This design comes from an exercise in tuning for small area, a short achievable clock period and few clock cycles per item on the open sky130 flow, not from production work. Only simulation tests tie the RTL to the original design; equivalence was not proved. Power is estimated from default activity; no workload was simulated.

File: design/flow/flow/run.sh
#!/bin/bash
set -euo pipefail
export BUFFER_PORTS_ARGS="-buffer_cell sky130_fd_sc_hd__buf_1"
bash standard.sh > standard.log 2>&1
File: design/flow/config.mk
export PLATFORM = sky130hd
export DESIGN_NAME = spi_i2c_ctrl
export DESIGN_NICKNAME = spi_i2c_ctrl
export VERILOG_FILES = /design/flow/design.v
export SDC_FILE = /design/flow/constraint.sdc
export NUM_CORES = 4
export LEC_CHECK = 0
export CAP_MARGIN = 20
export CORE_MARGIN = 2
export CORE_UTILIZATION = 40
export CTS_BUF_LIST = sky130_fd_sc_hd__clkbuf_8
export SETUP_SLACK_MARGIN = 4.0
export SLEW_MARGIN = 20
File: design/flow/standard.sh
#!/bin/bash
# synth_recipe.tcl (not shown) runs the flow's synth.tcl, then flattens the netlist and writes it again
# the make line also repeats each setting of config.mk as NAME=value (left out here)
make -C /OpenROAD-flow-scripts/flow DESIGN_CONFIG=/design/flow/config.mk WORK_HOME=/design/flow/orfs CLKGATE_MAP_FILE= SYNTH_SCRIPT=/design/flow/synth_recipe.tcl "${@:-finish}"
File: design/flow/design.v
module spi_i2c_ctrl #(
    parameter [23:0] CORE_CLOCK_HZ = 24'd16000000    
) (
    input             clk,
    input             rst,
    input             cmd_valid,
    input      [31:0] cmd,
    output            cmd_ready,
    output reg        rsp_valid,
    output      [7:0] result_code,
    output reg  [7:0] result_value,
    output     [15:0] ci,
    output            faulted,
    output      [1:0] fault_cause,
    output     [31:0] fault_cmd,
    output            wait_spi,
    output            wait_twi,
    output            wait_settle,
    output reg        cs_drive,
    output reg        cs_level,
    output reg        evt_pindir,
    output reg  [7:0] spcr,
    output      [7:0] spsr,
    output reg  [7:0] spdr_tx,
    output reg  [7:0] spdr_rx,
    output      [7:0] twcr,
    output      [7:0] twsr,
    output reg  [7:0] twbr,
    output      [7:0] twar,
    output reg  [7:0] twdr,
    output reg        spi_pending,
    output reg  [1:0] twi_pending,
    input             spi_step,
    input       [7:0] spi_step_byte,
    input             twi_step,
    input       [4:0] twi_step_status,
    input       [7:0] twi_step_byte,
    input             twi_settle,
    input       [4:0] twi_settle_status
);
    localparam [7:0] OP_SPI_VALIDATE  = 8'h01;
    localparam [7:0] OP_SPI_LOOKUP    = 8'h02;
    localparam [7:0] OP_SPI_CONFIGURE = 8'h03;
    localparam [7:0] OP_SPI_SELECT    = 8'h04;
    localparam [7:0] OP_SPI_DESELECT  = 8'h05;
    localparam [7:0] OP_SPI_TRANSFER  = 8'h06;
    localparam [7:0] OP_SPI_SEND      = 8'h07;
    localparam [7:0] OP_I2C_INIT      = 8'h10;
    localparam [7:0] OP_I2C_OWNADDR   = 8'h11;
    localparam [7:0] OP_I2C_START     = 8'h12;
    localparam [7:0] OP_I2C_ADDRESS   = 8'h13;
    localparam [7:0] OP_I2C_SEND      = 8'h14;
    localparam [7:0] OP_I2C_READACK   = 8'h15;
    localparam [7:0] OP_I2C_READNACK  = 8'h16;
    localparam [7:0] OP_I2C_STOP      = 8'h17;
    localparam [7:0] OP_I2C_STATUS    = 8'h18;
    localparam [2:0] E_OK         = 3'd0;
    localparam [2:0] E_INV_MODE   = 3'd1;
    localparam [2:0] E_SPEED      = 3'd2;
    localparam [2:0] E_NULL_CFG   = 3'd3;
    localparam [2:0] E_BAD_ADDR   = 3'd4;
    localparam [2:0] E_BAD_DIR    = 3'd5;
    localparam [2:0] E_BAD_RATE   = 3'd6;
    localparam [2:0] E_BAD_CS     = 3'd7;
    localparam [2:0] BUS_IDLE  = 3'd0;
    localparam [2:0] BUS_START = 3'd1;
    localparam [2:0] BUS_ADDRW = 3'd2;
    localparam [2:0] BUS_ADDRR = 3'd3;
    localparam [2:0] BUS_DATA  = 3'd4;
    localparam [2:0] BUS_STOPP = 3'd5;
    localparam [1:0] TP_NONE  = 2'd0;
    localparam [1:0] TP_START = 2'd1;
    localparam [1:0] TP_BYTE  = 2'd2;
    localparam [23:0] HZ_MIN = 24'd30304;
    localparam [23:0] HZ_MAX = 24'd1000000;
    localparam [19:0] REM0   = 20'd15625;
    reg         idle;        
    reg         w_spi;       
    reg         w_twi;       
    reg         w_set;       
    reg         div;         
    reg  [1:0]  fcause;      
    reg  [31:0] cmd_r;       
    reg  [2:0]  bus;
    reg  [2:0]  rcode;
    reg         spif, wcol, spi2x;
    reg         twint, twea, twsta, twsto, twwc, twen;
    reg  [4:0]  tws;
    reg  [6:0]  twar_r;
    reg  [19:0] rem;         
    reg  [8:0]  quo;         
    wire flt = fcause[1] | fcause[0];
    reg  [15:0] ci_r;
    assign ci = ci_r + {15'd0, rsp_valid};
    assign cmd_ready   = idle;
    assign faulted     = flt;
    assign fault_cause = fcause;
    assign fault_cmd   = cmd_r & {32{flt}};
    assign wait_spi    = w_spi;
    assign wait_twi    = w_twi;
    assign wait_settle = w_set;
    assign result_code = {5'b00000, rcode};
    assign spsr        = {spif, wcol, 5'b00000, spi2x};
    assign twcr        = {twint, twea, twsta, twsto, twwc, twen, 1'b0, 1'b0};
    assign twsr        = {tws, 3'b000};         
    assign twar        = {twar_r, 1'b0};
    wire [7:0]  op   = cmd[7:0];
    wire [7:0]  fa   = cmd[15:8];
    wire [7:0]  fb   = cmd[23:16];
    wire [23:0] hz   = cmd[31:8];
    reg  [23:0] op_mask;
    reg         op_known;
    always @(*) begin
        op_known = 1'b1;
        case (op)
            OP_SPI_VALIDATE:  op_mask = 24'hFDFF00;
            OP_SPI_LOOKUP:    op_mask = 24'hFFFCFC;
            OP_SPI_CONFIGURE: op_mask = 24'hE00000;
            OP_SPI_SELECT,
            OP_SPI_DESELECT,
            OP_SPI_TRANSFER,
            OP_SPI_SEND,
            OP_I2C_SEND:      op_mask = 24'hFFFF00;
            OP_I2C_INIT:      op_mask = 24'h000000;
            OP_I2C_OWNADDR:   op_mask = 24'hFFFF80;
            OP_I2C_ADDRESS:   op_mask = 24'hFF0000;
            OP_I2C_START,
            OP_I2C_READACK,
            OP_I2C_READNACK,
            OP_I2C_STOP,
            OP_I2C_STATUS:    op_mask = 24'hFFFFFF;
            default: begin
                op_mask  = 24'hFFFFFF;
                op_known = 1'b0;
            end
        endcase
    end
    wire legal = op_known && ((cmd[31:8] & op_mask) == 24'd0);
    wire div_ok = cmd[25] ? (fa == 8'd2 || fa == 8'd8 || fa == 8'd32 || fa == 8'd64)
                          : (fa == 8'd4 || fa == 8'd16 || fa == 8'd64 || fa == 8'd128);
    wire [1:0] div_class = (fa == 8'd2 || fa == 8'd4)  ? 2'd0 :
                           (fa == 8'd8 || fa == 8'd16) ? 2'd1 :
                           (fa == 8'd32)               ? 2'd2 : 2'd3;
    wire [7:0] cfg_pattern = {cmd[27], 1'b1, cmd[26], cmd[24], fb[1:0], div_class};
    wire hz_ok    = (hz >= HZ_MIN) && (hz <= HZ_MAX);
    wire addr_bad = (fa == 8'd0) || fa[7];
    wire dir_bad  = (fb[7:1] != 7'd0);
    wire       stopp   = (bus == BUS_STOPP);
    wire       hold_set = stopp & twsto;         
    wire [2:0] bus_eff = stopp ? BUS_IDLE : bus;
    reg seq_ok;
    always @(*) begin
        case (op)
            OP_I2C_START:    seq_ok = (bus_eff == BUS_IDLE) || (bus_eff == BUS_DATA);
            OP_I2C_ADDRESS:  seq_ok = (bus_eff == BUS_START);
            OP_I2C_SEND:     seq_ok = (bus_eff == BUS_ADDRW) || (bus_eff == BUS_DATA);
            OP_I2C_READACK,
            OP_I2C_READNACK: seq_ok = (bus_eff == BUS_ADDRR) || (bus_eff == BUS_DATA);
            default:         seq_ok = (bus_eff == BUS_START) || (bus_eff == BUS_ADDRW) ||
                                      (bus_eff == BUS_ADDRR) || (bus_eff == BUS_DATA);
        endcase
    end
    wire r_start = (cmd_r[2:0] == 3'd2);
    wire r_read  = (cmd_r[2:0] == 3'd5) || (cmd_r[2:0] == 3'd6);
    wire [20:0] dv_t    = {rem, 1'b0};
    wire [21:0] dv_diff = {1'b0, dv_t} - {2'b00, cmd_r[27:8]};
    wire        dv_ge   = ~dv_diff[21];
    wire [19:0] dv_rem  = dv_ge ? dv_diff[19:0] : dv_t[19:0];
    wire        dv_last = quo[8];
    wire [8:0]  dv_q    = {quo[7:0], dv_ge};
    wire [7:0]  br_val  = dv_q[7:0] - 8'd8;
    reg        fin;           
    reg  [2:0] fin_code;
    reg  [7:0] fin_val;
    reg        f_ill, f_seq;   
    reg        go_spi, go_twi, go_set, go_div, div_start;
    reg        body;          
    reg  [2:0] body_op;       
    reg        wr_cfg, wr_cs, wr_twar, wr_spdr, spi_rd, init_done, bus_idle;
    always @(*) begin
        fin = 1'b0; fin_code = E_OK; fin_val = 8'h00;
        f_ill = 1'b0; f_seq = 1'b0;
        go_spi = 1'b0; go_twi = 1'b0; go_set = 1'b0; go_div = 1'b0; div_start = 1'b0;
        body = 1'b0; body_op = op[2:0];
        wr_cfg = 1'b0; wr_cs = 1'b0; wr_twar = 1'b0; wr_spdr = 1'b0; spi_rd = 1'b0;
        init_done = 1'b0; bus_idle = 1'b0;
        if (idle) begin
            if (cmd_valid) begin
                if (!legal) begin
                    f_ill = 1'b1;
                end else begin
                    case (op)
                        OP_SPI_VALIDATE: begin
                            fin = 1'b1;
                            if (!div_ok) fin_code = E_SPEED;
                        end
                        OP_SPI_LOOKUP: begin
                            fin = 1'b1;
                            fin_val = {4'b0000, fb[1:0], fa[1:0]};
                        end
                        OP_SPI_CONFIGURE: begin
                            fin = 1'b1;
                            if (!cmd[28])
                                fin_code = E_NULL_CFG;
                            else if (!div_ok)
                                fin_code = E_SPEED;
                            else if (fb > 8'd3)
                                fin_code = E_INV_MODE;
                            else begin
                                wr_cfg  = 1'b1;
                                fin_val = cfg_pattern;
                            end
                        end
                        OP_SPI_SELECT, OP_SPI_DESELECT: begin
                            fin = 1'b1;
                            if (fa != 8'd0) fin_code = E_BAD_CS;
                            else            wr_cs = 1'b1;
                        end
                        OP_SPI_TRANSFER, OP_SPI_SEND: begin
                            wr_spdr = 1'b1;
                            if (spif) begin
                                spi_rd = 1'b1;
                                fin = 1'b1;
                                if (!op[0]) fin_val = spdr_rx;
                            end else begin
                                go_spi = 1'b1;
                            end
                        end
                        OP_I2C_INIT: begin
                            if (!hz_ok) begin
                                fin = 1'b1;
                                fin_code = E_BAD_RATE;
                            end else if (!stopp && bus != BUS_IDLE) begin
                                f_seq = 1'b1;
                            end else begin
                                go_div = 1'b1;
                                go_set = hold_set;
                                bus_idle = ~hold_set;
                            end
                        end
                        OP_I2C_OWNADDR: begin
                            fin = 1'b1;
                            wr_twar = 1'b1;
                        end
                        OP_I2C_STATUS: begin
                            fin = 1'b1;
                            fin_val = {tws, 3'b000};
                        end
                        default: begin
                            if (op == OP_I2C_ADDRESS && addr_bad) begin
                                fin = 1'b1;
                                fin_code = E_BAD_ADDR;
                            end else if (op == OP_I2C_ADDRESS && dir_bad) begin
                                fin = 1'b1;
                                fin_code = E_BAD_DIR;
                            end else if (hold_set) begin
                                go_set = 1'b1;
                            end else if (!seq_ok) begin
                                f_seq = 1'b1;
                                bus_idle = stopp;
                            end else begin
                                body = 1'b1;
                                if (op == OP_I2C_STOP) fin = 1'b1;
                                else                   go_twi = 1'b1;
                            end
                        end
                    endcase
                end
            end
        end else if (div) begin
            if (w_set && twi_settle)
                bus_idle = 1'b1;
            if (dv_last) begin
                if (!w_set || twi_settle) begin
                    fin = 1'b1;
                    fin_val = br_val;
                    init_done = 1'b1;
                end else begin
                    go_div = 1'b1;
                    go_set = 1'b1;
                    div_start = 1'b1;
                end
            end else begin
                go_div = 1'b1;
                go_set = w_set && !twi_settle;
            end
        end else if (w_set) begin
            if (twi_settle) begin
                bus_idle = 1'b1;
                if (r_start) begin
                    body = 1'b1;
                    body_op = 3'd2;
                    go_twi = 1'b1;
                end else begin
                    f_seq = 1'b1;
                end
            end else begin
                go_set = 1'b1;
            end
        end else if (w_spi) begin
            if (spi_step) begin
                spi_rd = 1'b1;
                fin = 1'b1;
                if (!cmd_r[0]) fin_val = spi_step_byte;
            end else begin
                go_spi = 1'b1;
            end
        end else if (w_twi) begin
            if (twi_step) begin
                fin = 1'b1;
                if (r_read) fin_val = twi_step_byte;
                else        fin_val = {twi_step_status, 3'b000};
            end else begin
                go_twi = 1'b1;
            end
        end
    end
    always @(posedge clk) begin
        if (idle)
            cmd_r <= cmd;
        rem <= (idle | div_start) ? REM0 : dv_rem;
        quo <= (idle | div_start) ? 9'd1 : dv_q;
    end
    always @(posedge clk) begin
        if (rst) begin
            idle         <= 1'b1;
            w_spi        <= 1'b0;
            w_twi        <= 1'b0;
            w_set        <= 1'b0;
            div          <= 1'b0;
            fcause       <= 2'd0;
            bus          <= BUS_IDLE;
            rsp_valid    <= 1'b0;
            rcode        <= 3'd0;
            result_value <= 8'd0;
            ci_r         <= 16'd0;
            cs_drive     <= 1'b0;
            cs_level     <= 1'b0;
            evt_pindir   <= 1'b0;
            spcr         <= 8'h00;
            spif         <= 1'b0;
            wcol         <= 1'b0;
            spi2x        <= 1'b0;
            spdr_tx      <= 8'h00;
            spdr_rx      <= 8'h00;
            spi_pending  <= 1'b0;
            twint        <= 1'b0;
            twea         <= 1'b0;
            twsta        <= 1'b0;
            twsto        <= 1'b0;
            twwc         <= 1'b0;
            twen         <= 1'b0;
            tws          <= 5'b11111;
            twbr         <= 8'h00;
            twar_r       <= 7'h7F;
            twdr         <= 8'hFF;
            twi_pending  <= TP_NONE;
        end else begin
            idle  <= (idle & ~cmd_valid) | fin;
            w_spi <= go_spi;
            w_twi <= go_twi;
            w_set <= go_set;
            div   <= go_div;
            if (f_ill) fcause[0] <= 1'b1;
            if (f_seq) fcause[1] <= 1'b1;
            rsp_valid  <= fin;
            ci_r       <= ci;
            evt_pindir <= wr_cfg & cmd[24];
            if (fin) begin
                rcode        <= fin_code;
                result_value <= fin_val;
            end
            if (spi_step) begin
                spdr_rx     <= spi_step_byte;
                spif        <= 1'b1;
                spi_pending <= 1'b0;
            end
            if (twi_step) begin
                tws <= twi_step_status;
                if (twi_pending == TP_BYTE)
                    twdr <= twi_step_byte;
                twint       <= 1'b1;
                twi_pending <= TP_NONE;
            end
            if (twi_settle) begin
                twsto <= 1'b0;
                tws   <= twi_settle_status;
            end
            if (wr_cfg) begin
                spcr  <= cfg_pattern;
                spi2x <= cmd[25];
            end
            if (wr_cs) begin
                cs_drive <= 1'b1;
                cs_level <= op[0];
            end
            if (wr_spdr) begin
                spdr_tx <= fa;
                if (spi_pending)
                    wcol <= 1'b1;
                else if (spcr[6])
                    spi_pending <= 1'b1;
            end
            if (spi_rd) begin
                spif <= 1'b0;
                wcol <= 1'b0;
            end
            if (wr_twar)
                twar_r <= fa[6:0];
            if (bus_idle)
                bus <= BUS_IDLE;
            if (init_done) begin
                twbr  <= br_val;
                twea  <= 1'b0;
                twsta <= 1'b0;
                twsto <= 1'b0;
                twen  <= 1'b1;
            end
            if (body) begin
                twint <= 1'b0;
                twen  <= 1'b1;
                twea  <= (body_op == 3'd5);
                twsta <= (body_op == 3'd2);
                twsto <= (body_op == 3'd7);
                case (body_op)
                    3'd2:    twi_pending <= TP_START;
                    3'd7:    twi_pending <= TP_NONE;
                    default: twi_pending <= TP_BYTE;
                endcase
                if (body_op == 3'd3 || body_op == 3'd4) begin
                    if (twint) begin
                        twdr <= (body_op == 3'd3) ? {fa[6:0], fb[0]} : fa;
                        twwc <= 1'b0;
                    end else begin
                        twwc <= 1'b1;
                    end
                end
                case (body_op)
                    3'd2:    bus <= BUS_START;
                    3'd3:    bus <= fb[0] ? BUS_ADDRR : BUS_ADDRW;
                    3'd7:    bus <= BUS_STOPP;
                    default: bus <= BUS_DATA;
                endcase
            end
        end
    end
endmodule
File: design/flow/constraint.sdc
create_clock -name core_clock -period 8.0 [get_ports {clk}]
set_input_delay 1.6000 -clock core_clock [delete_from_list [all_inputs] [get_ports {clk}]]
set_output_delay 1.6000 -clock core_clock [all_outputs]
set_load 0.01 [all_outputs]
==> run summary, run 1 <==
run status complete, no violations; Seq cells post-synth 166; Tmin final 3.87 ns; share of cells above drive strength 1 8.20%; Yosys cell types 77; clock share of power 33.4%; Core Area 0.0218 mm²; CP peak stage delay 0.35 ns; Initial DRC Count 633; Final setup viols 0; wire length of the first global-routing pass 42500 µm; Leak Pwr 0.00397 µW; cts bufs inserted 17; fin crit share 48.4%; Synth-to-Final Area Change 15.5%; number of max-cap violations 0; CTS sink count 166; Vias 7983; Worst Path Required 8.35 ns; CTS tree yes; net switching power 521 µW; kind of critical path in2reg; RSZ-0062 raised after global routing false; setup tns final 0 ns; CTS root buffer clkbuf_8; CP max-delay cell nor4b_4; Total Die Area 0.0234 mm²; Syn Area/Cell 8.73 µm²; Port Buffers 197; Pre-antenna DRT Iters 6; Die Wd 153 µm; I/O pin cnt 214; Slew @ Worst Pin 1.01 ns; startpoint types primary input; Starting Density 40.7%; Cell Pwr Density 170 mW/mm²; DRC violations left 0; EDFF count, synth 32; Combinational Power Share 14.9%; GRT overflow 0; clock tree buffer depth 2; Finished Core Util 47.0%; Routed WL per cell 18.5 µm; pin count of the biggest net entering global routing 64; Sw Share 29.9%; WL final 27500 µm; # rows 54; vias in the first global route 7583; Crit Path Max Fanout 11; # hold bufs at CTS 0; final hold viol count 0; Synth Flop Type dfxtp_1; Worst Skew 0.0142 ns; Post-DRT Antenna Nets 0; synth warn 1; die height 153 µm; hold_ws 0.454 ns; hold crit path type reg2reg; worst-path cell chain clkbuf_4 -> inv_1 -> ha_1 -> a211o_1 -> o32ai_1 -> nand4_1 -> nor4b_4 -> nand2_2 -> nor3_4 -> nand3_4 -> mux2_4; CTS HTree Levels 4; final total power 1740 µW; VDD IR-drop max 93.9 µV; Internal 1220 µW; RePlAce Congestion 0.908; clock-pin slew on the worst setup and hold paths 0.09 ns; Tot GR Track Use 23.1%; Post-Syn Area 0.00887 mm²; Final Max Tran Viols 0; Achievable Freq 0.258 GHz; sequential element share of the synthesized area 41.1%; initial antenna violation count 0; Synth async-reset ratio 0%; Skew-Pair Late Insertion Delay 0.47 ns; Post-DP HPWL 20300 µm; via/cell ratio 5.36; Critical Path End Type register; Rel. slew slack 32.8%; Worst EP arrival 4.23 ns; post-layout net count 1286; share of power burned in registers 51.7%; Syn Inst Count 1017
-- what timing repair did --
item,CTS,global route
pin swaps,1,8
setup endpoints to repair,63,52
resized for setup,9,15
setup buffers,3,7
endpoints found under the hold margin,0,0
-- layout make-up --
class,count,area (µm²)
fill,2181,11600
multi-input combinational,753,4820
sequential,166,3640
timing repair buffer,216,918
tap,280,350
clock buffer,17,234
inverter,41,154
clock inverter,15,131
antenna,1,2.50
-- sequential cells by signal, summed over array words and instances (netlist names), 9 cells and up --
| signal | flops |
|---|---|
| cmd_r | 32 |
| rem | 20 |
| ci_r | 16 |
| quo | 9 |
-- worst max-delay path, delay by kind of cell --
kind	cells	cell delay, ns
AO/OA/AOI/OAI	2	0.43
adder cells (fa/ha/maj)	1	0.32
buffers and inverters	2	0.29
multiplexers	1	0.33
AND/OR/NAND/NOR	5	1.25
-- kinds of logic (layout without fill, tap and decap cells) --
| group | Yosys count | after routing | synth area share (%) |
|---|---|---|---|
| other | 1 | 17 | 0.0423 |
| buffers and inverters | 113 | 289 | 6.05 |
| and+or+nand+nor | 387 | 387 | 21.8 |
| DFF | 166 | 166 | 41.1 |
| muxes | 66 | 66 | 7.56 |
| adders and majority gates | 27 | 27 | 3.89 |
| AOI/OAI and AO/OA | 217 | 217 | 15.6 |
| xor gates and xnor gates | 40 | 40 | 3.95 |
-- layout by cell type, fill, tap and decap left out, drive strengths merged, types with 14 or more instances in the layout --
cell    instances
buf           209
dfxtp         134
nand2         109
nor2          101
a21oi          72
mux2i          58
o21ai          45
inv            45
edfxtp         32
and2           29
nand3          28
ha             26
nor2b          25
clkbuf         24
xor2           20
xnor2          20
nor3           19
conb           16
nand2b         14
-- layer usage --
metal	share of wire [%]	up-vias	GRT usage, %
met1	44	3718	30.6
met2	46	312	37.5
met4	2.7	0	8.29
li1	-	3904	-
met3	7.1	49	4.73
met5	0	-	0
-- power groups by stage --
stage / logic (µW) / registers, µW / clock network, µW
6_report: 260 / 901 / 582
5_1_grt: 288 / 904 / 630
4_1_cts: 258 / 901 / 596
3_5_place_dp: 256 / 921 / 0
3_3_place_gp: 255 / 920 / 0
2_1_floorplan: 183 / 914 / 0
-- cell usage after synthesis (all sizes together) (3+ instances only) --
| cell | instances | area share [%] |
|---|---|---|
| nor4 | 5 | 0.52 |
| o31a | 3 | 0.30 |
| dfxtp | 134 | 30 |
| a22o | 4 | 0.39 |
| and4 | 3 | 0.30 |
| ha | 26 | 3.7 |
| o21a | 8 | 0.68 |
| a311oi | 3 | 0.30 |
| nand4 | 10 | 0.70 |
| edfxtp | 32 | 11 |
| a22oi | 3 | 0.25 |
| mux2 | 8 | 1.0 |
| a21o | 4 | 0.34 |
| and3 | 8 | 0.56 |
| o211ai | 9 | 0.76 |
| o31ai | 3 | 0.25 |
| nand2b | 14 | 0.99 |
| nand3b | 8 | 0.68 |
| a21oi | 72 | 4.1 |
| o21ai | 45 | 2.5 |
| o2bb2ai | 3 | 0.30 |
| a211oi | 7 | 0.59 |
| or2 | 10 | 0.70 |
| xor2 | 20 | 2.0 |
| nor3b | 3 | 0.25 |
| o22ai | 7 | 0.49 |
| a31oi | 10 | 0.70 |
| and2 | 29 | 2.0 |
| a221oi | 3 | 0.30 |
| nor2b | 25 | 1.8 |
| xnor2 | 20 | 2.0 |
| nor3 | 19 | 1.2 |
| inv | 41 | 1.7 |
| or3 | 6 | 0.42 |
| nand3 | 28 | 1.7 |
| mux2i | 58 | 6.5 |
| nor2 | 101 | 4.3 |
| clkbuf | 36 | 1.5 |
| buf | 36 | 2.8 |
| o32ai | 3 | 0.30 |
| nand2 | 109 | 4.6 |
-- stage by stage --
step,instances,instance area (µm²),setup WS (ns)
global placement,1446,9730,2.91
CTS,1481,10100,4.03
floorplan,1032,8940,4.03
finish,1489,10300,4.13
global route,1488,10200,4.00
detailed placement,1446,9730,2.87
-- final timing paths --
check | start | end | slack, ns | cells past startpoint
worst min register to register | quo[7] | quo[8] | 0.45 | 1
worst max register to register | cmd_r[9] | rem[7] | 4.75 | 11
worst max-delay path | cmd[1] | twdr[0] | 4.13 | 11
worst min-delay path | quo[7] | quo[8] | 0.45 | 1
Testbench counts, summed over its fixed seeds: cycles 8,192, commands 3,200.
==> inputs of run 2 (changes only) <==
--- a/design/flow/config.mk
+++ b/design/flow/config.mk
@@ -9,5 +9,5 @@
 export CORE_MARGIN = 2
 export CORE_UTILIZATION = 40
 export CTS_BUF_LIST = sky130_fd_sc_hd__clkbuf_8
-export SETUP_SLACK_MARGIN = 4.0
+export SETUP_SLACK_MARGIN = 3.8
 export SLEW_MARGIN = 20
==> run 2 against run 1 <==
  * Final area fell by 0.61%
  * Power rose by 4.1%
  * Worst setup slack got worse by 0.18 ns
  * First-iteration DRC count fell by 5.4%
  * Via count increased by 1.3%
  * Flip-flop and latch count unchanged
  * Wire length increased by 0.74%
  * Die area unchanged
  * Sequential power down 0.7%
  * Critical endpoint is now result_value[7]
==> run summary, run 2 <==
Tmin final 4.06 ns; most common cell in the netlist dfxtp_1; clock tree buffer depth 2; Worst Path Required 8.33 ns; hold crit path type reg2reg; Leak Pwr 0.00393 µW; post-route cell area 0.0102 mm²; most frequent cells in the layout 193 x buf_1, 133 x dfxtp_1, 108 x nand2_1; # rows 54; Total Die Area 0.0234 mm²; Final Non-Filler Cells 1480; R2R depth 11; antenna fix cells 0; commonest cells in the netlist 134 x dfxtp_1, 108 x nand2_1, 100 x nor2_1; clock-pin slew on the worst setup and hold paths 0.09 ns; Setup WS pre-CTS 2.85 ns; CP peak stage delay 0.38 ns; CTS HTree Levels 4; Vias 8085; Port Buffers 197; I/O pin cnt 214; delay-heaviest family, CP compound AO/OA/AOI/OAI gates; Crit path depth 11; cell repeated most along the worst path o22ai_1; Seq cells post-synth 166; Starting Density 40.7%; Post-DRT Antenna Nets 0; Syn Inst Count 1017; WP buf/inv 2; CTS root buffer clkbuf_8; Final setup viols 0; Skew-Pair Late Insertion Delay 0.48 ns; Post-DP HPWL 20400 µm; Critical Path End result_value[7]; Die Wd 153 µm; startpoint types primary input; pin count of the biggest net entering global routing 63; CTS tree yes; Initial DRC Count 599; Synth-to-Final Area Change 14.8%; Pre-antenna DRT Iters 7; final total power 1810 µW; Final Max Tran Viols 0; largest register by flop count cmd_r; Synth Flop Type dfxtp_1; kind of critical path in2reg; Yosys cell types 77; share of cells above drive strength 1 6.83%; Crit. Startpoint cmd[0]; Crit Reg-Reg Endpoint rem[6]; CP max-delay cell a222oi_1; cts bufs inserted 17; Routed WL per cell 18.7 µm; Yosys top cell area share 30.2%; R2R Setup Slk 4.71 ns; Syn Area/Cell 8.73 µm²; Critical Path End Type register; EDFF count, synth 32; fin crit share 50.7%; post-synth top area cell dfxtp_1; setup tns final 0 ns; Worst EP arrival 4.38 ns; count of filler cells inserted in the layout 2225; Crit Path Max Fanout 14; number of max-cap violations 0; RePlAce Congestion 0.913; worst-path cell chain buf_2 -> inv_1 -> ha_1 -> a211o_1 -> o22ai_1 -> nand4_1 -> nor4b_4 -> and2_4 -> o32ai_4 -> a222oi_1 -> o22ai_1; final worst setup slack 3.94 ns; worst r2r src cmd_r[9]; final hold viol count 0; die height 153 µm; DRC violations left 0; via/cell ratio 5.46; Worst Skew 0.0162 ns; Tot GR Track Use 23.0%; wire length of the first global-routing pass 42200 µm; vias in the first global route 7510; max FFs per register 32; Achievable Freq 0.246 GHz; Largest regs cmd_r: 32 flops, rem: 20 flops, ci_r: 16 flops; Core Area 0.0218 mm²; top area cells in the synthesized netlist dfxtp_1 30%, edfxtp_1 11%, mux2i_1 6.5%; Post-Syn Area 0.00887 mm²; commonest non-fill, non-tap cell in the layout buf_1; sequential element share of the synthesized area 41.1%; placed cell areas 0.00973 mm²; VDD IR-drop max 101 µV; RSZ-0062 raised after global routing true; CTS sink count 166; run status complete, no violations; WL final 27700 µm; Synth async-reset ratio 0%; post-layout net count 1278; Slew @ Worst Pin 0.980 ns; placed insts 1446; synth warn 1; # hold bufs at CTS 0; initial antenna violation count 0; GRT overflow 0; Cell Pwr Density 178 mW/mm²; Min-Delay Path Depth 1; Rel. slew slack 34.7%
## run 2: layer usage
layer / share of wire, % / wire (µm) / global-route usage [%]
met1: 44 / 12200 / 30.5
met2: 47 / 13100 / 38.2
met3: 6.6 / 1830 / 4.08
met4: 2.0 / 560 / 7.19
met5: 0 / 0 / 0
## run 2: where the power goes
group | internal (µW) | leakage (µW) | switching [µW]
clock | 325 | 0.000217 | 329
combinational | 94.5 | 0.00231 | 172
sequential | 879 | 0.00141 | 15.7
## run 2: kinds of logic (layout without fill, tap and decap cells)
| logic type | count (synthesis) | count (layout) | share of synthesized area [%] |
|---|---|---|---|
| and+or+nand+nor | 387 | 387 | 21.8 |
| AOI/OAI and AO/OA | 217 | 217 | 15.6 |
| DFF | 166 | 166 | 41.1 |
| buffers and inverters | 113 | 281 | 6.05 |
| muxes | 66 | 66 | 7.56 |
| xor gates and xnor gates | 40 | 40 | 3.95 |
| adders and majority gates | 27 | 27 | 3.89 |
| other | 1 | 16 | 0.0423 |
## run 2: repair_timing
| item | CTS | global route |
|---|---|---|
| pin swaps | 1 | 1 |
| gates resized for setup | 4 | 6 |
| setup buffers | 2 | 0 |
| setup endpoints to repair | 50 | 37 |
## run 2: worst min-delay path by stage
stage / startpoint / to / slack, ns
global placement: quo[7] / quo[8] / 0.41
floorplan: quo[7] / quo[8] / 0.41
detailed placement: quo[7] / quo[8] / 0.43
finish: quo[7] / quo[8] / 0.45
global route: quo[0] / quo[1] / 0.47
CTS: quo[7] / quo[8] / 0.45
## run 2: cell type report
type	instances	area [µm²]	area share [%]
sequential	166	3640	35.8
timing repair buffer	208	827	8.12
clock buffer	19	262	2.57
tap	280	350	3.44
clock inverter	13	158	1.55
multi-input combinational	753	4790	47.0
inverter	41	154	1.51
## run 2: worst reg2reg max path: stages (launching register included)
cell and delay (ns):
edfxtp_1 0.42, inv_1 0.10, ha_1 0.23, nor2b_1 0.14, o31ai_1 0.52, a2111o_1 0.31
a21bo_2 0.16, nand4_1 0.17, nand2_1 0.46, buf_4 0.36, mux2i_1 0.24, nor2_1 0.05
## run 2: through the flow
stage	util, %	hold slack, ns
after CTS	46.6	0.453
after detailed placement	44.6	0.428
final	46.7	0.449
after floorplan	-	0.406
after global placement	44.6	0.414
after global routing	46.7	0.473
==> inputs of run 3 (changes only) <==
--- a/design/flow/config.mk
+++ b/design/flow/config.mk
@@ -9,5 +9,5 @@
 export CORE_MARGIN = 2
 export CORE_UTILIZATION = 40
 export CTS_BUF_LIST = sky130_fd_sc_hd__clkbuf_8
-export SETUP_SLACK_MARGIN = 3.8
+export SETUP_SLACK_MARGIN = 4.4
 export SLEW_MARGIN = 20
==> run 3 against run 2 <==
  * Still clean
  * Final area increased by 6.9%
  * Flip-flop and latch count stayed put
  * Worst hold slack better by 0.0048 ns
  * Wire length up 2.8%
  * Register-to-register slack better by 0.20 ns
  * Largest power group unchanged
==> run summary, run 3 <==
Post-Syn Area 0.00887 mm²; final hold viol count 0; most frequent cells in the layout 176 x buf_1, 126 x dfxtp_1, 105 x nand2_1; fin crit share 46.4%; count of filler cells inserted in the layout 2144; final total power 1840 µW; Post-DP HPWL 20200 µm; Leak Pwr 0.00432 µW; pin count of the biggest net entering global routing 63; Rel. slew slack 40.0%; R2R Setup Slk 4.91 ns; Synth Flop Type dfxtp_1; startpoint types primary input; commonest cells in the netlist 134 x dfxtp_1, 108 x nand2_1, 100 x nor2_1; post-layout net count 1318; Port Buffers 197; Worst Skew 0.0126 ns; Syn Inst Count 1017; I/O pin cnt 214; antenna fix cells 0; most common cell in the netlist dfxtp_1; commonest non-fill, non-tap cell in the layout buf_1; vias in the first global route 7590; RSZ-0062 raised after global routing true; Yosys top cell area share 30.2%; run status complete, no violations; setup tns final 0 ns; Initial DRC Count 600; kind of critical path in2reg; sequential element share of the synthesized area 41.1%; initial antenna violation count 0; clock tree buffer depth 2; Pre-antenna DRT Iters 5; CTS tree yes; DRC violations left 0; Post-DRT Antenna Nets 0; Tmin final 3.71 ns; Core Area 0.0218 mm²; # hold bufs at CTS 0; hold crit path type reg2reg; Routed WL per cell 18.7 µm; number of max-cap violations 0; via/cell ratio 5.45; Slew @ Worst Pin 0.900 ns; post-synth top area cell dfxtp_1; Die Wd 153 µm; CTS root buffer clkbuf_8; Syn Area/Cell 8.73 µm²; Setup WS pre-CTS 2.72 ns; # rows 54; synth warn 1; Total Die Area 0.0234 mm²; Largest regs cmd_r: 32 flops, rem: 20 flops, ci_r: 16 flops; Synth async-reset ratio 0%; final worst setup slack 4.29 ns; Finished Core Util 49.9%; VDD IR-drop max 99.7 µV; clock-pin slew on the worst setup and hold paths 0.09 ns; share of cells above drive strength 1 15.5%; wire length of the first global-routing pass 42900 µm; Critical Path End Type register; Cell Pwr Density 169 mW/mm²; cts bufs inserted 17; Achievable Freq 0.269 GHz; Crit Path Max Fanout 8; Vias 8272; max FFs per register 32; Worst Path Required 8.35 ns; WL final 28500 µm; Final setup viols 0; Starting Density 40.7%; Tot GR Track Use 23.3%; hold_ws 0.454 ns; RePlAce Congestion 0.890; CTS HTree Levels 4; Seq cells post-synth 166; die height 153 µm; largest register by flop count cmd_r; EDFF count, synth 32; Synth-to-Final Area Change 22.7%; GRT overflow 0; Worst EP arrival 4.06 ns; Skew-Pair Late Insertion Delay 0.46 ns; top area cells in the synthesized netlist dfxtp_1 30%, edfxtp_1 11%, mux2i_1 6.5%; Yosys cell types 77; CTS sink count 166; Final Max Tran Viols 0
-- run 3: what timing repair did --
action	in CTS	in global routing
setup endpoints to repair	74	61
gates resized for setup	59	49
buffers inserted	19	17
gates cloned	0	2
endpoints found under the hold margin	0	0
pin swaps	17	19
-- run 3: cell families (layout without fill, tap and decap cells) --
logic type,Yosys count,after routing,synth area share [%]
and+or+nand+nor,387,387,21.8
AOI/OAI and AO/OA,217,217,15.6
DFF,166,166,41.1
buffers and inverters,113,320,6.05
muxes,66,66,7.56
xor gates and xnor gates,40,40,3.95
adders and majority gates,27,27,3.89
other,1,16,0.0423
-- run 3: layout make-up --
cell class	instances	area (µm²)	area share, %
clock inverter	14	190	1.75
inverter	41	161	1.48
sequential	166	3660	33.6
multi-input combinational	753	5090	46.7
tap	280	350	3.22
clock buffer	17	234	2.15
timing repair buffer	248	1210	11.1
-- run 3: where the power goes --
part           total, µW  leakage (µW)  internal, µW  switching, µW
Clock                668      0.000206           318            349
Combinational        275       0.00270           102            173
Sequential           895       0.00141           878           16.4
-- run 3: routing by layer --
layer	GRT usage, %	part of all wire [%]	up-vias
met5	0	0	-
met2	37.8	47	325
met4	7.05	2.5	0
met3	5.16	6.6	39
li1	-	-	3957
met1	31.1	44	3951
-- run 3: per-stage QoR --
step | area, µm² | instances
final | 10900 | 1519
after global routing | 10900 | 1519
after CTS | 10600 | 1500
after detailed placement | 9830 | 1450
after global placement | 9830 | 1450
after floorplan | 9040 | 1032
-- run 3: final timing paths --
kind / start / to / cells past startpoint
worst max-delay path: cmd[18] / twdr[2] / 10
worst min-delay path: quo[7] / quo[8] / 1
worst max register to register: cmd_r[14] / rem[5] / 10
worst min register to register: quo[7] / quo[8] / 1
-- run 3: worst max-delay path, cell delays in order --
cell and delay [ns]:
buf_8 0.10, or4_4 0.56, o32ai_2 0.22, nand4_1 0.16, nor4b_4 0.35, nand2_2 0.18, nor3_4 0.27, buf_6 0.15
nand3_4 0.12, mux2_4 0.34
==> inputs of run 4 (changes only) <==
==> design/flow/flow/run.sh (replaced) <==
#!/bin/bash
set -euo pipefail
export BUFFER_PORTS_ARGS="-buffer_cell sky130_fd_sc_hd__buf_1"
export ADDER_MAP_FILE=
bash standard.sh > standard.log 2>&1
--- a/design/flow/config.mk
+++ b/design/flow/config.mk
@@ -9,5 +9,5 @@
 export CORE_MARGIN = 2
 export CORE_UTILIZATION = 40
 export CTS_BUF_LIST = sky130_fd_sc_hd__clkbuf_8
-export SETUP_SLACK_MARGIN = 4.4
+export SETUP_SLACK_MARGIN = 4.2
 export SLEW_MARGIN = 20
==> run 4 against run 3 <==
  * Still clean on timing, DRC and antenna
  * Area after synthesis increased by 0.52%
  * Register-to-register slack worse by 0.45 ns
  * Critical path depth rose by 2
  * Die area is 0.51% higher
  * Flip-flop and latch count unchanged
  * Final cell count up 0.46%
  * Sequential share of layout area down 0.68 points
  * Maximum frequency is 5.6% lower
  * Combinational power is 16% lower
  * Wire length fell by 2.7%
  * Critical endpoint is now result_value[3]
==> run summary, run 4 <==
run status complete, no violations; Post-DRT Antenna Nets 0; Largest regs cmd_r: 32 flops, rem: 20 flops, ci_r: 16 flops; I/O pin cnt 214; CTS HTree Levels 4; count of filler cells inserted in the layout 2128; Tot GR Track Use 22.4%; Slew @ Worst Pin 1.06 ns; hold crit path type reg2reg; Initial DRC Count 467; Syn Area/Cell 8.74 µm²; Crit Path Max Fanout 7; Routed WL per cell 18.2 µm; Vias 8162; top area cells in the synthesized netlist dfxtp_1 30%, edfxtp_1 11%, mux2i_1 5.9%; Port Buffers 197; Register Area 0.00365 mm²; startpoint types primary input; most frequent cells in the layout 179 x buf_1, 129 x dfxtp_1, 92 x nor2_1; Post-Syn Area 0.00892 mm²; Worst Path Required 8.33 ns; post-layout net count 1297; Achievable Freq 0.254 GHz; Skew-Pair Late Insertion Delay 0.49 ns; Synth async-reset ratio 0%; Worst EP arrival 4.26 ns; Yosys cell types 80; Synth Flop Type dfxtp_1; kind of critical path in2reg; Finished Core Util 50.7%; Min-Delay Path Depth 1; CTS tree yes; area occupied by multi-input gates 0.00517 mm²; largest register by flop count cmd_r; Worst Skew 0.0199 ns; commonest non-fill, non-tap cell in the layout buf_1; wire length of the first global-routing pass 41400 µm; EDFF count, synth 32; Syn Inst Count 1021; via/cell ratio 5.35; Yosys top cell area share 30.1%; RePlAce Congestion 0.889; Critical Path End Type register; worst-path cell chain buf_6 -> or4_4 -> or3_4 -> nor2_4 -> o211a_1 -> o221ai_2 -> a211o_4 -> buf_6 -> o31a_4 -> buf_6 -> a2bb2oi_2 -> a21oi_1; Die Wd 153 µm; most common cell in the netlist dfxtp_1; antenna fix cells 0; # hold bufs at CTS 0; initial antenna violation count 0; Post-DP HPWL 19400 µm; GRT overflow 0; hold_ws 0.450 ns; Cell Pwr Density 157 mW/mm²; Synth-to-Final Area Change 24.4%; die height 153 µm; synth warn 1; Tmin final 3.93 ns; R2R depth 10; sequential element share of the synthesized area 40.8%; final hold viol count 0; post-synth top area cell dfxtp_1; commonest cells in the netlist 134 x dfxtp_1, 104 x nor2_1, 75 x nand2_1; cell repeated most along the worst path buf_6; CP peak stage delay 0.55 ns; share of cells above drive strength 1 17.2%; max FFs per register 32; CP max-delay cell or4_4; Starting Density 40.8%; CTS root buffer clkbuf_8; cts bufs inserted 17; clock tree buffer depth 2; VDD IR-drop max 96.1 µV; Pre-antenna DRT Iters 5; clock-pin slew on the worst setup and hold paths 0.10 ns; fin crit share 49.1%; Final setup viols 0; pin count of the biggest net entering global routing 68; number of max-cap violations 0; Total Die Area 0.0235 mm²; WL final 27700 µm; # rows 54; setup tns final 0 ns; Leak Pwr 0.00413 µW; Seq cells post-synth 166; RSZ-0062 raised after global routing true; CTS sink count 166; DRC violations left 0; Final Max Tran Viols 0; vias in the first global route 7438; Core Area 0.0219 mm²; Rel. slew slack 28.7%
## run 4: cell count changes after synthesis, sizes merged, moves of 9 or more
cell / previous run / this run
buf: 36 / 48
and2: 29 / 12
ha: 26 / 0
a21oi: 72 / 61
nor2b: 25 / 66
nand2: 109 / 75
a211o: 2 / 12
nand2b: 14 / 23
or3: 6 / 17
nor3: 19 / 29
## run 4: path summary, 6_finish.rpt
| path | start | endpoint | slack, ns |
|---|---|---|---|
| hold / removal | quo[7] | quo[8] | 0.45 |
| hold reg to reg | quo[7] | quo[8] | 0.45 |
| setup reg to reg | cmd_r[19] | rem[16] | 4.46 |
| setup / recovery | cmd[21] | result_value[3] | 4.07 |
## run 4: through the flow
| stage | power [µW] | cells | setup slack (ns) | instance area, µm² |
|---|---|---|---|---|
| after CTS | 1760 | 1505 | 4.06 | 10600 |
| after global routing | 1820 | 1526 | 3.95 | 11100 |
| final | 1740 | 1526 | 4.07 | 11100 |
| after global placement | 1140 | 1445 | 2.62 | 9820 |
| after floorplan | 1080 | 1036 | 3.74 | 9110 |
| after detailed placement | 1140 | 1445 | 2.57 | 9820 |
## run 4: area by class of cell
cell class                 count  area share [%]
clock buffer                  17            2.11
clock inverter                15            1.39
inverter                      34            1.16
multi-input combinational    757            46.6
sequential                   166            32.9
tap                          280            3.16
timing repair buffer         257            12.7
## run 4: layer usage
| metal | share of wire [%] | GRT usage [%] |
|---|---|---|
| met5 | 0 | 0 |
| met4 | 2.1 | 6.38 |
| met3 | 6.1 | 4.48 |
| met2 | 47 | 36.4 |
| met1 | 45 | 30.2 |
## run 4: cell families after synthesis
logic type,count (synthesis),synth area share (%)
AND/OR/NAND/NOR,415,24.4
AO/OA/AOI/OAI,212,15.9
flip-flops,166,40.8
buffers and inverters,115,6.83
multiplexers,60,6.83
XOR/XNOR,44,4.32
adder cells (fa/ha/maj),8,0.898
other,1,0.0420
## run 4: report_power, final
part / leakage (µW) / total [µW] / switching [µW] / internal (µW)
combinational: 0.00251 / 230 / 147 / 83.0
sequential: 0.00141 / 904 / 25.7 / 879
clock: 0.000200 / 608 / 373 / 235
total: 0.00413 / 1740 / 545 / 1200
## run 4: what timing repair did
action,in CTS,in global routing
pin swaps,20,28
endpoints found under the setup margin,71,57
gates resized for setup,54,67
buffers inserted,27,18
gates cloned,1,3
## run 4: critical path: cells and delay by family
family          cells  cell delay, ns
compound gates      6            1.23
simple gates        3            1.05
buf+inv             3            0.37
==> inputs of run 5 (changes only) <==
==> design/flow/flow/run.sh (replaced) <==
#!/bin/bash
set -euo pipefail
export BUFFER_PORTS_ARGS="-buffer_cell sky130_fd_sc_hd__buf_1"
bash standard.sh > standard.log 2>&1
==> run 5 against run 4 <==
  * Still clean on timing, DRC and antenna
  * Combinational power is 18% higher
  * Die area is 0.51% lower
  * Critical path depth is 3 lower
  * Worst hold slack better by 0.0042 ns
  * Clock power is 3.5% higher
  * Clock skew is 0.0075 ns lower
  * Largest power group unchanged
==> run summary, run 5 <==
DRC violations left 0; hold_ws 0.455 ns; CTS root buffer clkbuf_8; GRT overflow 0; run status complete, no violations; Initial DRC Count 527; Core Area 0.0218 mm²; Synth async-reset ratio 0%; Synth Flop Type dfxtp_1; WL final 27800 µm; Largest regs cmd_r: 32 flops, rem: 20 flops, ci_r: 16 flops; CTS tree yes; initial antenna violation count 0; Synth-to-Final Area Change 17.3%; number of max-cap violations 0; post-layout net count 1287; clock-pin slew on the worst setup and hold paths 0.08 ns; fraction of the mapped netlist area in simple logic gates 21.8%; Routed WL per cell 18.7 µm; kind of critical path in2reg; count of filler cells inserted in the layout 2228; Final setup viols 0; via/cell ratio 5.41; Setup WS pre-CTS 2.81 ns; fin crit share 47.1%; Final Max Tran Viols 0; share of cells above drive strength 1 10.0%; I/O pin cnt 214; Final Non-Filler Cells 1489; Vias 8059; Achievable Freq 0.265 GHz; clock tree buffer depth 2; final worst setup slack 4.23 ns; Tmin final 3.77 ns; largest register by flop count cmd_r; max FFs per register 32; pin count of the biggest net entering global routing 63; # rows 54; Syn Area/Cell 8.73 µm²; Total Die Area 0.0234 mm²; top area cells in the synthesized netlist dfxtp_1 30%, edfxtp_1 11%, mux2i_1 6.5%; CTS sink count 166; sequential element share of the synthesized area 41.1%; Slew @ Worst Pin 0.899 ns; Tot GR Track Use 23.2%; Post-Syn Area 0.00887 mm²; # hold bufs at CTS 0; Crit Path Max Fanout 8; post-route cell area 0.0104 mm²; Critical Path End Type register; antenna fix cells 0; vias in the first global route 7561; Rel. slew slack 39.6%; Seq cells post-synth 166; Worst Skew 0.0124 ns; Starting Density 40.7%; hold crit path type reg2reg; Post-DRT Antenna Nets 0; Skew-Pair Late Insertion Delay 0.46 ns; synth warn 1; CTS HTree Levels 4; Worst EP arrival 4.12 ns; Port Buffers 197; die height 153 µm; Worst Path Required 8.35 ns; Synth Area in XOR/XNOR 3.95%; commonest non-fill, non-tap cell in the layout buf_1; most common cell in the netlist dfxtp_1; Post-DP HPWL 20200 µm; placed cell areas 0.00977 mm²; wire length of the first global-routing pass 42800 µm; compound-cell area share of the yosys netlist 15.6%; startpoint types primary input; placed insts 1447; Leak Pwr 0.00406 µW; main combinational cell family by area after synthesis simple AND/OR/NAND/NOR gates; Syn Inst Count 1017; RSZ-0062 raised after global routing true; Yosys cell types 77; RePlAce Congestion 0.920; EDFF count, synth 32; post-synth top area cell dfxtp_1; most frequent cells in the layout 183 x buf_1, 132 x dfxtp_1, 108 x nand2_1; Pre-antenna DRT Iters 5; multiplexer share of the synthesized area 7.56%; Yosys top cell area share 30.2%; Cell Pwr Density 173 mW/mm²; setup tns final 0 ns; VDD IR-drop max 98.9 µV; Die Wd 153 µm; Post-Synth Adder-Cell Area 3.89%; final hold viol count 0; cts bufs inserted 17; commonest cells in the netlist 134 x dfxtp_1, 108 x nand2_1, 100 x nor2_1
==> run 5: repair_timing <==
action	4_1_cts	5_1_grt
pin swaps	6	6
setup buffers	7	3
hold endpoints to repair	0	0
gates resized for setup	23	30
endpoints found under the setup margin	71	55
==> run 5: per-stage QoR <==
step | total power (µW) | utilization [%]
2_1_floorplan | 1100 | -
3_5_place_dp | 1180 | 44.8
6_report | 1800 | 47.7
5_1_grt | 1870 | 47.7
3_3_place_gp | 1180 | 44.8
4_1_cts | 1800 | 47.1
==> run 5: final cells by class <==
cell class              instances  area (µm²)  share of cell area, %
clock inverters                12         128                   1.23
well taps                     280         350                   3.37
inverters                      41         161                   1.55
flip-flops and latches        166        3650                   35.0
repair buffers                217         923                   8.87
clock buffers                  20         275                   2.64
multi-input cells             753        4920                   47.3
==> run 5: worst max-delay path, stage by stage <==
cell	delay, ns
buf_1	0.13
or4_4	0.59
o32ai_4	0.21
nand4_1	0.18
nor4b_4	0.37
nand2_2	0.20
nor3_4	0.30
nand3_4	0.19
mux2_4	0.33
==> run 5: per-layer routing <==
layer / vias up / track usage [%] / share of wire [%] / wire, µm
li1: 3901 / - / - / -
met5: - / 0 / 0 / 0
met4: 0 / 7.01 / 2.0 / 547
met1: 3827 / 31.5 / 45 / 12600
met2: 293 / 37.8 / 46 / 12900
met3: 38 / 4.11 / 6.6 / 1840
==> run 5: power breakdown <==
| part | switching [µW] | internal (µW) |
|---|---|---|
| sequential | 16.2 | 879 |
| clock | 327 | 303 |
| combinational | 173 | 98.9 |
==> run 5: final timing paths <==
kind	cells after the start	slack, ns	startpoint	to
setup / recovery	9	4.23	cmd[20]	twdr[0]
hold / removal	2	0.45	spcr[5]	spcr[5]
setup reg to reg	10	4.71	cmd_r[14]	result_value[0]
hold reg to reg	2	0.45	spcr[5]	spcr[5]
==> run 5: logic make-up after synthesis <==
kind of cell | count (synthesis)
AO/OA/AOI/OAI | 217
XOR/XNOR | 40
adder cells (fa/ha/maj) | 27
buffers and inverters | 113
flip-flops | 166
multiplexers | 66
other | 1
AND/OR/NAND/NOR | 387
==> inputs of run 6 (changes only) <==
--- a/design/flow/config.mk
+++ b/design/flow/config.mk
@@ -5,6 +5,7 @@
 export SDC_FILE = /design/flow/constraint.sdc
 export NUM_CORES = 4
 export LEC_CHECK = 0
+export ABC_AREA = 1
 export CAP_MARGIN = 20
 export CORE_MARGIN = 2
 export CORE_UTILIZATION = 40
==> run 6 against run 5 <==
  * Clock power rose by 2%
  * Non-clock buffer count is 1 lower
  * Core utilization up 0.30 points
  * Critical path depth grew 4
  * Area after synthesis rose by 5.1%
  * Critical endpoint is now ci[10]
  * Largest power group unchanged
  * Final cell count up 24%
==> run summary, run 6 <==
# rows 55; Worst Skew 0.0160 ns; Synth Flop Type dfxtp_1; CP peak stage delay 0.40 ns; count of filler cells inserted in the layout 2362; initial antenna violation count 0; worst r2r src idle; Hold Startpoint quo[7]; I/O pin cnt 214; Final Max Tran Viols 0; RePlAce Congestion 0.926; placed cell areas 0.0102 mm²; Worst EP arrival 2.36 ns; Syn Inst Count 1325; Post-Syn Area 0.00932 mm²; Post-DP HPWL 23100 µm; Port Buffers 197; area occupied by multi-input gates 0.00488 mm²; fin crit share 49.5%; GRT overflow 0; final total power 2270 µW; share of cells above drive strength 1 8.82%; Seq cells post-synth 166; max FFs per register 32; die height 157 µm; Rel. slew slack 35.5%; Pre-antenna DRT Iters 5; antenna fix cells 0; commonest cells in the netlist 286 x nand2_1, 181 x nor2_1, 170 x inv_1; number of max-cap violations 0; run status complete, no violations; post-route cell area 0.0109 mm²; Leak Pwr 0.00484 µW; vias in the first global route 8873; hold crit path type reg2reg; Die Wd 157 µm; Cell Pwr Density 208 mW/mm²; CTS root buffer clkbuf_8; Yosys cell types 54; top area cells in the synthesized netlist dfxtp_1 29%, nand2_1 12%, edfxtp_1 10%; R2R Setup Slk 5.18 ns; Final Non-Filler Cells 1843; wire length of the first global-routing pass 46300 µm; Synth-to-Final Area Change 17.2%; Hold Path Sink quo[8]; Routed WL per cell 16.2 µm; final hold viol count 0; worst-path cell chain ha_4 -> ha_4 -> nand2_4 -> nor2_4 -> inv_2 -> nor2_4 -> nand2_2 -> nor3_4 -> nand3_2 -> buf_4 -> or2_4 -> nand2_1 -> buf_2; largest register by flop count cmd_r; Finished Core Util 48.0%; Min-Delay Path Depth 2; VDD IR-drop max 107 µV; EDFF count, synth 32; most frequent cells in the layout 281 x nand2_1, 190 x buf_1, 176 x nor2_1; synth warn 1; sequential element share of the synthesized area 39.1%; Post-DRT Antenna Nets 0; post-synth top area cell dfxtp_1; startpoint types register; Vias 9254; CTS HTree Levels 4; Achievable Freq 0.253 GHz; Slew @ Worst Pin 0.964 ns; Largest regs cmd_r: 32 flops, rem: 20 flops, ci_r: 16 flops; Tmin final 3.96 ns; Critical Path End Type output pin; CP max-delay cell dfxtp_4; delay-heaviest family, CP simple AND/OR/NAND/NOR gates; clock tree buffer depth 2; RSZ-0062 raised after global routing true; setup tns final 0 ns; CTS tree yes; R2R depth 8; Core Area 0.0228 mm²; Starting Density 40.9%; Skew-Pair Late Insertion Delay 0.48 ns; most common cell in the netlist nand2_1; Total Die Area 0.0245 mm²; post-layout net count 1608; WP buf/inv 3; DRC violations left 0; Initial DRC Count 737; Tot GR Track Use 24.5%; Yosys top cell area share 28.8%; Syn Area/Cell 7.04 µm²; kind of critical path reg2out; Crit Path Max Fanout 3; # hold bufs at CTS 0; CTS sink count 166; placed insts 1797; commonest non-fill, non-tap cell in the layout nand2_1; pin count of the biggest net entering global routing 59; clock-pin slew on the worst setup and hold paths 0.11 ns; Synth async-reset ratio 0%; Final setup viols 0; Worst Path Required 6.40 ns; Crit Reg-Reg Endpoint idle; Register Area 0.00365 mm²; via/cell ratio 5.02; Crit. Startpoint rsp_valid; cts bufs inserted 17; WL final 29800 µm
==> run 6: cells by family (layout without fill, tap and decap cells) <==
kind of cell | after synthesis | count (layout) | synth area share, %
multiplexers | 3 | 3 | 0.362
other | 1 | 16 | 0.0402
AO/OA/AOI/OAI | 239 | 239 | 14.9
flip-flops | 166 | 166 | 39.1
XOR/XNOR | 21 | 21 | 1.97
adder cells (fa/ha/maj) | 27 | 27 | 3.70
AND/OR/NAND/NOR | 628 | 628 | 28.9
buffers and inverters | 240 | 430 | 11.1
==> run 6: final cells by class <==
class / instances / share of cell area (%)
Sequential cell: 166 / 33.4
Multi-Input combinational cell: 934 / 44.7
Clock inverter: 15 / 1.69
Tap cell: 313 / 3.58
Inverter: 182 / 6.34
Clock buffer: 17 / 2.14
Timing Repair Buffer: 216 / 8.18
==> run 6: stage by stage <==
| stage | hold WS, ns | setup slack [ns] |
|---|---|---|
| global placement | 0.413 | 3.89 |
| finish | 0.416 | 4.04 |
| detailed placement | 0.405 | 3.79 |
| global route | 0.443 | 3.86 |
| CTS | 0.417 | 3.94 |
| floorplan | 0.394 | 4.35 |
==> run 6: power by group <==
| group | internal (µW) | switching (µW) |
|---|---|---|
| clock network | 266 | 374 |
| registers | 921 | 39.1 |
| logic | 220 | 450 |
| total | 1410 | 863 |
==> run 6: worst max-delay path by stage <==
stage | depth (start not counted) | slack [ns] | endpoint
final | 13 | 4.04 | ci[10]
after CTS | 13 | 3.94 | ci[14]
after detailed placement | 12 | 3.79 | spcr[4]
after floorplan | 12 | 4.35 | ci[14]
after global placement | 13 | 3.89 | spcr[0]
after global routing | 13 | 3.86 | ci[14]
==> run 6: routing by layer <==
metal	vias to the layer above	wire length, µm	track usage [%]	part of all wire [%]
li1	4669	-	-	-
met1	4228	13300	31.9	45
met2	314	14000	40.6	47
met3	43	1840	5.10	6.2
met4	0	663	7.82	2.2
met5	-	0	0	0
==> run 6: repair_timing <==
| action | CTS | global route |
|---|---|---|
| pin swaps | 6 | 11 |
| gates resized for setup | 20 | 31 |
| buffers inserted | 6 | 8 |
| endpoints found under the setup margin | 7 | 67 |
| gates cloned | 0 | 0 |
==> run 6: worst min-delay path: stages, from the launching register on <==
cell and delay, ns:
dfxtp_1 0.31, inv_1 0.04, nor2_1 0.03
==> inputs of run 7 (changes only) <==
--- a/design/flow/config.mk
+++ b/design/flow/config.mk
@@ -5,10 +5,11 @@
 export SDC_FILE = /design/flow/constraint.sdc
 export NUM_CORES = 4
 export LEC_CHECK = 0
-export ABC_AREA = 1
 export CAP_MARGIN = 20
 export CORE_MARGIN = 2
 export CORE_UTILIZATION = 40
 export CTS_BUF_LIST = sky130_fd_sc_hd__clkbuf_8
+export CTS_CLUSTER_DIAMETER = 80
+export CTS_CLUSTER_SIZE = 25
 export SETUP_SLACK_MARGIN = 4.2
 export SLEW_MARGIN = 20
==> run 7 against run 6 <==
  * Register-to-register slack got worse by 0.47 ns
  * Clock skew decreased by 0.0036 ns
  * Die area decreased by 4.7%
  * Final area shrank 4.8%
  * Critical path depth fell by 4
  * Wire length decreased by 6.7%
  * Combinational power down 59%
  * Core utilization is 0.30 points lower
  * Still clean
  * Power down 21%
  * Worst hold slack gained 0.039 ns
  * Non-clock buffer count rose by 1
==> run summary, run 7 <==
DRC violations left 0; Worst Skew 0.0124 ns; sequential element share of the synthesized area 41.1%; cts bufs inserted 17; Tot GR Track Use 23.2%; CTS sink count 166; final hold viol count 0; Setup WS pre-CTS 2.81 ns; synth warn 1; area occupied by multi-input gates 0.00492 mm²; Core Area 0.0218 mm²; largest register by flop count cmd_r; delay-heaviest family, CP simple AND/OR/NAND/NOR gates; wire length of the first global-routing pass 42800 µm; commonest non-fill, non-tap cell in the layout buf_1; Synth Flop Type dfxtp_1; Initial DRC Count 527; Port Buffers 197; startpoint types primary input; fin crit share 47.1%; Starting Density 40.7%; Final Max Tran Viols 0; Syn Inst Count 1017; Vias 8059; Synth async-reset ratio 0%; I/O pin cnt 214; vias in the first global route 7561; Post-Syn Area 0.00887 mm²; Largest regs cmd_r: 32 flops, rem: 20 flops, ci_r: 16 flops; Synth-to-Final Area Change 17.3%; Min-Delay Path Depth 2; Syn Area/Cell 8.73 µm²; Die Wd 153 µm; Total Die Area 0.0234 mm²; Register Area 0.00365 mm²; R2R depth 10; post-synth top area cell dfxtp_1; Slew @ Worst Pin 0.899 ns; clock-pin slew on the worst setup and hold paths 0.08 ns; CTS HTree Levels 4; pin count of the biggest net entering global routing 63; Cell Pwr Density 173 mW/mm²; # rows 54; Rel. slew slack 39.6%; Crit Path Max Fanout 8; Worst EP arrival 4.12 ns; Pre-antenna DRT Iters 5; antenna fix cells 0; via/cell ratio 5.41; CTS tree yes; Tmin final 3.77 ns; number of max-cap violations 0; GRT overflow 0; clock tree buffer depth 2; most frequent cells in the layout 183 x buf_1, 132 x dfxtp_1, 108 x nand2_1; RSZ-0062 raised after global routing true; Yosys cell types 77; die height 153 µm; Crit Reg-Reg Endpoint result_value[0]; post-layout net count 1287; run status complete, no violations; CP peak stage delay 0.59 ns; Hold Startpoint spcr[5]; worst r2r src cmd_r[14]; count of filler cells inserted in the layout 2228; Worst Path Required 8.35 ns; Post-DP HPWL 20200 µm; share of cells above drive strength 1 10.0%; Leak Pwr 0.00406 µW; Post-DRT Antenna Nets 0; Critical Path End Type register; kind of critical path in2reg; Skew-Pair Late Insertion Delay 0.46 ns; EDFF count, synth 32; initial antenna violation count 0; Achievable Freq 0.265 GHz; CTS root buffer clkbuf_8; Hold Path Sink spcr[5]; WL final 27800 µm; commonest cells in the netlist 134 x dfxtp_1, 108 x nand2_1, 100 x nor2_1; worst-path cell chain buf_1 -> or4_4 -> o32ai_4 -> nand4_1 -> nor4b_4 -> nand2_2 -> nor3_4 -> nand3_4 -> mux2_4; Final setup viols 0; max FFs per register 32; Seq cells post-synth 166; Routed WL per cell 18.7 µm; final worst setup slack 4.23 ns; Yosys top cell area share 30.2%; VDD IR-drop max 98.9 µV; CP max-delay cell or4_4; setup tns final 0 ns; R2R Setup Slk 4.71 ns; RePlAce Congestion 0.920; most common cell in the netlist dfxtp_1; WP buf/inv 1; hold crit path type reg2reg; top area cells in the synthesized netlist dfxtp_1 30%, edfxtp_1 11%, mux2i_1 6.5%
-- run 7: changes by cell type after synthesis, sizes merged, moves of 14 or more --
cell	previous run	this run
inv	179	41
nand2b	0	14
xnor2	4	20
nand3	94	28
nor2	191	101
mux2i	0	58
and2	0	29
clkbuf	21	36
nor2b	0	25
o21ai	86	45
a21oi	100	72
nand2	291	109
-- run 7: worst register-to-register path, stage by stage, from the launching register on --
cell and delay [ns]:
edfxtp_1 0.33, inv_1 0.06, ha_1 0.36, a2111oi_0 0.64, a2111o_1 0.32, a21bo_2 0.16
nand4_1 0.18, nand2_1 0.35, buf_4 0.36, nor2_1 0.10, o311a_1 0.34
-- run 7: timing repair --
action / CTS / global route
setup endpoints to repair: 71 / 55
hold buffers: 0 / 0
pin swaps: 6 / 6
buffers inserted: 7 / 3
resized for setup: 23 / 30
-- run 7: kinds of logic (layout without fill, tap and decap cells) --
kind of cell / Yosys count / in the layout / share of synthesized area (%)
and+or+nand+nor: 387 / 387 / 21.8
AOI/OAI and AO/OA: 217 / 217 / 15.6
DFF: 166 / 166 / 41.1
buffers and inverters: 113 / 290 / 6.05
muxes: 66 / 66 / 7.56
xor gates and xnor gates: 40 / 40 / 3.95
adders and majority gates: 27 / 27 / 3.89
other: 1 / 16 / 0.0423
-- run 7: worst max path at each step --
stage               to  slack (ns)     from  cells after the start
2_1_floorplan  twdr[0]        4.14   cmd[0]                     11
3_3_place_gp   twdr[0]        2.89   cmd[0]                     10
3_5_place_dp   twdr[0]        2.81   cmd[0]                     10
4_1_cts        twdr[0]        4.20  cmd[10]                      8
5_1_grt        twdr[0]        4.16  cmd[14]                      9
6_report       twdr[0]        4.23  cmd[20]                      9
-- run 7: through the flow --
stage               area (µm²)  util (%)  power [µW]  hold WS [ns]  std cells
finish                   10400      47.7        1800         0.455       1489
global route             10400      47.7        1870         0.478       1489
CTS                      10300      47.1        1800         0.452       1486
detailed placement        9770      44.8        1180         0.420       1447
global placement          9770      44.8        1180         0.413       1447
floorplan                 8990         -        1100         0.406       1032
-- run 7: where the power goes --
part / leakage [µW] / switching [µW] / internal (µW)
logic: 0.00245 / 173 / 98.9
clock network: 0.000209 / 327 / 303
registers: 0.00141 / 16.2 / 879
-- run 7: final cells by class --
| class | count | area share, % |
|---|---|---|
| clock buffers | 20 | 2.64 |
| multi-input cells | 753 | 47.3 |
| well taps | 280 | 3.37 |
| clock inverters | 12 | 1.23 |
| flip-flops and latches | 166 | 35.0 |
| repair buffers | 217 | 8.87 |
| inverters | 41 | 1.55 |
-- run 7: layer usage --
metal	GRT usage, %	vias up	wire length, µm
li1	-	3901	-
met1	31.5	3827	12600
met2	37.8	293	12900
met3	4.11	38	1840
met4	7.01	0	547
met5	0	-	0

-- port drivers added, routing unchanged --
In the flow no input, the clock included, has a driving cell. The finished layouts below were timed again as built, in two steps. Step 1 (the two cells are an assumption about what drives the block):
set clk [get_ports {clk}]
set_driving_cell -lib_cell sky130_fd_sc_hd__clkbuf_16 $clk
set_driving_cell -lib_cell sky130_fd_sc_hd__buf_2 [delete_from_list [all_inputs] $clk]
Step 2 also shifts input and output timing later by t, the mid clock arrival at the registers, as if the neighbouring blocks saw the same clock. Slacks: no drivers / after step 1 / after step 2; pairs: no drivers / after step 1.
run | t (ns) | setup WS [ns] | worst setup path after step 2 | latest minus earliest clock arrival (ns) | pins driven straight from the clock port
run 1 | 0.504 | 4.127 / 4.130 / 3.627 | input to register | 0.017 / 0.017 | 1
run 2 | 0.507 | 3.943 / 3.952 / 3.445 | input to register | 0.018 / 0.018 | 1
run 3 | 0.496 | 4.289 / 4.281 / 3.785 | input to register | 0.015 / 0.014 | 1
run 4 | 0.520 | 4.069 / 4.050 / 3.562 | input to register | 0.023 / 0.023 | 1
run 5 | 0.498 | 4.231 / 4.248 / 3.750 | input to register | 0.015 / 0.015 | 1
run 6 | 0.520 | 4.042 / 3.996 / 3.921 | input to register | 0.017 / 0.017 | 1
run 7 | 0.498 | 4.231 / 4.248 / 3.750 | input to register | 0.015 / 0.015 | 1
After both steps setup and hold are still met in every run listed. The setup slack of run 4, which loses most, moves by -0.019 ns with the drivers and by -0.507 ns with both steps.
